Context: an optimization exercise on an open-source flow, tuned for small area. The choices shown serve that exercise and are no tape-out recipe.
Function was checked by simulation only, so behaviour that the tests miss may differ from the original.
No activity file was given, so power comes from the tool's default toggle rates.

## v6
==> flow/design.v (excerpt) <==
module intron_rx_framer (
    input  wire         clk,
    input  wire         rst,             
    input  wire         soft_reset,      
    input  wire [47:0]  intron_sess,     
    input  wire         rx_valid,
    input  wire [7:0]   rx_data,
    input  wire         alloc_ok,        
    input  wire         cas_valid,
    input  wire [3:0]   cas_old,
    input  wire [3:0]   cas_new,
    input  wire         activity_clr,    
    input  wire         query_valid,     
    input  wire [7:0]   query_idx,
    input  wire         ap_take,         
    output reg  [3:0]   mode,
    output reg          cas_ok,
    output reg          associated,
    output reg          activity,
    output reg          mac_valid,
    output reg  [47:0]  mac,
    output reg  [7:0]   ap_count,
    output reg          ap_valid,
    output reg  [7:0]   ap_index,
    output reg  [127:0] ap_info,
    output reg          pkt_start,
    output wire [15:0]  pkt_len,
    output reg          pkt_wr,
    output wire [7:0]   pkt_data,
    output reg          pkt_end,
    output reg          pkt_good,
    output reg          evt_valid,
    output reg  [2:0]   evt_code,
    output wire [7:0]   evt_type,
    output wire [15:0]  evt_size
);
export LEC_CHECK = 0
export CAP_MARGIN = 20
export CORE_MARGIN = 2
export CORE_UTILIZATION = 40
export PLACE_DENSITY = 0.6
export SLEW_MARGIN = 20
create_clock -name core_clock -period 10.0 [get_ports {clk}]
standard.sh (not shown) runs the stock make flow with config.mk's settings and CLKGATE_MAP_FILE= SYNTH_SCRIPT=/design/flow/synth_recipe.tcl, a recipe that flattens the netlist after the stock synthesis.
==> flow/flow/run.sh <==
#!/bin/bash
# Standard ORFS layout (the standard.sh) with these changes to how the
# layout is made:
# - synthesis maps the logic with area-oriented ABC scripts and keeps the
#   smallest mapping (flow/synth_area.tcl, flow/area*.abc); the registers
#   are those of the standard synthesis;
# - the port buffers that buffer_ports inserts are the smallest buffer
#   (buf_1) instead of the tool's default pick;
# - clock tree synthesis uses clkbuf_4 in small sink clusters and no
#   dummy loads.
# Floorplan, power grid, taps, placement, repair and routing are the standard flow's
# standard flow. make's full output goes to standard_flow.log, and ORFS
# keeps each tool's log under orfs/logs.
set -euo pipefail
export FLOW_SYNTH_TCL="$PWD/synth_recipe.tcl"
export AREA_ABC_SCRIPTS="$PWD/flow/area1.abc $PWD/flow/area2.abc $PWD/flow/area3.abc $PWD/flow/area4.abc"
bash standard.sh \
  "SYNTH_SCRIPT=$PWD/flow/synth_area.tcl" \
  "BUFFER_PORTS_ARGS=-buffer_cell sky130_fd_sc_hd__buf_1" \
  "CTS_ARGS=-sink_clustering_enable -repair_clock_nets -dont_use_dummy_load -buf_list {sky130_fd_sc_hd__clkbuf_4} -sink_clustering_size 9 -sink_clustering_max_diameter 45" \
  finish > standard_flow.log 2>&1
Other scripts of this flow, unchanged in this note and not shown: flow/flow/area1.abc, flow/flow/area2.abc, flow/flow/area3.abc, flow/flow/area4.abc, flow/flow/synth_area.tcl
v6 ran to completion and came out clean on the timing, design-rule and antenna checks.
Edits applied to the flow inputs when going from v6 to v7:
-- flow/flow/run.sh --
<<< v6, line 18
  "SYNTH_SCRIPT=$PWD/flow/synth_area.tcl" \
  "BUFFER_PORTS_ARGS=-buffer_cell sky130_fd_sc_hd__buf_1" \
  "CTS_ARGS=-sink_clustering_enable -repair_clock_nets -dont_use_dummy_load -buf_list {sky130_fd_sc_hd__clkbuf_4} -sink_clustering_size 9 -sink_clustering_max_diameter 45" \
  finish > standard_flow.log 2>&1
>>> v7, line 18
  "SYNTH_SCRIPT=$PWD/flow/synth_area.tcl" \
  "BUFFER_PORTS_ARGS=-buffer_cell sky130_fd_sc_hd__buf_1" \
  "CTS_ARGS=-sink_clustering_enable -repair_clock_nets -dont_use_dummy_load -buf_list {sky130_fd_sc_hd__clkbuf_4} -sink_clustering_size 8 -sink_clustering_max_diameter 40" \
  finish > standard_flow.log 2>&1
## What came out
Compared with v6, v7 shows a register share of the cell area that is 0.31 points lower. From v6 to v7, largest net degree at the start of global routing did not move at all. The lower worst hold slack came out of v6.

* * *

purple:
Another version of the RTL of intron_rx_framer (not shown whole).
For scale: roughly 1200 cells after synthesis, about 17000 sq um of cells after synthesis.
==> flow/config.mk <==
export PLATFORM = sky130hd
export DESIGN_NAME = intron_rx_framer
export DESIGN_NICKNAME = intron_rx_framer
export VERILOG_FILES = /design/flow/design.v
export SDC_FILE = /design/flow/constraint.sdc
export NUM_CORES = 4
export LEC_CHECK = 0
export CAP_MARGIN = 20
export CORE_MARGIN = 2
export CORE_UTILIZATION = 60
export PLACE_DENSITY = 0.75
export SLEW_MARGIN = 20
==> flow/constraint.sdc <==
create_clock -name core_clock -period 10.0 [get_ports {clk}]
set_input_delay 2.0000 -clock core_clock [delete_from_list [all_inputs] [get_ports {clk}]]
set_output_delay 2.0000 -clock core_clock [all_outputs]
set_load 0.01 [all_outputs]
==> flow/flow/run.sh <==
#!/bin/bash
# Standard ORFS layout (the standard.sh) with these changes to how the
# layout is made:
# - synthesis maps the logic with area-oriented ABC scripts and keeps the
#   smallest mapping (flow/synth_area.tcl, flow/area*.abc); the registers
#   are those of the standard synthesis;
# - the port buffers that buffer_ports inserts are the smallest buffer
#   (buf_1) instead of the tool's default pick;
# - clock tree synthesis uses clkbuf_4 in small sink clusters and no
#   dummy loads.
# Floorplan, power grid, taps, placement, repair and routing are the standard flow's
# standard flow. make's full output goes to standard_flow.log, and ORFS
# keeps each tool's log under orfs/logs.
set -euo pipefail
export FLOW_SYNTH_TCL="$PWD/synth_recipe.tcl"
export AREA_ABC_SCRIPTS="$PWD/flow/area1.abc $PWD/flow/area2.abc $PWD/flow/area3.abc $PWD/flow/area4.abc"
bash standard.sh \
  "SYNTH_SCRIPT=$PWD/flow/synth_area.tcl" \
  "BUFFER_PORTS_ARGS=-buffer_cell sky130_fd_sc_hd__buf_1" \
  "CTS_ARGS=-sink_clustering_enable -repair_clock_nets -dont_use_dummy_load -buf_list {sky130_fd_sc_hd__clkbuf_4} -sink_clustering_size 8 -sink_clustering_max_diameter 40" \
  finish > standard_flow.log 2>&1
Other scripts of this flow, unchanged in this note and not shown: flow/flow/area1.abc, flow/flow/area2.abc, flow/flow/area3.abc, flow/flow/area4.abc, flow/flow/synth_area.tcl
### purple -> blue
Settings: PLACE_DENSITY now 0.6, was 0.75; CORE_UTILIZATION now 40, was 60.
--- outcome ---
Total die area went up by more than a quarter going from purple to blue.
Combined area of the multi-input logic cells of blue is on par with purple.
In the reports for purple and blue, the larger count of standard-cell rows belongs to blue.
Compared with purple, blue shows a starting density of the core that is 20 points lower.
From purple to blue the numbers moved as follows: routed via count divided by cell count decreased 9.2%, worst setup slack now sits higher, largest net degree at the start of global routing picked up an extra 32, standard cell core area went up.
For leakage power, purple and blue come out practically identical.
Comparing purple and blue, fraction of power spent switching nets is higher on blue.

==> re-timing with driven ports <==
No port has a modelled driver above. Below, the same layouts with a new extraction and two added sets of constraints.
Step 1 assumes that a clkbuf_16 drives the clock port and a buf_2 every other input.
Step 2 times the ports against the registers' clock, not the clock port: input delays grow and output delays shrink by t, the midpoint of the rising clock arrivals with the driver on.
a / b / c = no drivers / after step 1 / after step 2; a / b = the first two.
run | t, ns | setup WS [ns] | hold WS [ns] | worst setup path at the end | pins driven straight from the clock port
v6 | 0.813 | 3.153 / 3.178 / 2.365 | 0.414 / 0.414 / 0.414 | input to register | 1
v7 | 0.750 | 3.129 / 3.160 / 2.410 | 0.420 / 0.420 / 0.420 | input to register | 1
purple | 0.688 | 3.505 / 3.521 / 2.833 | 0.393 / 0.393 / 0.393 | input to register | 1
blue | 0.736 | 3.719 / 3.732 / 2.996 | 0.419 / 0.419 / 0.419 | input to register | 1
After both steps setup and hold are still met in every run listed. The setup slack of v6, which loses most, moves by +0.025 ns with the drivers and by -0.788 ns with both steps.
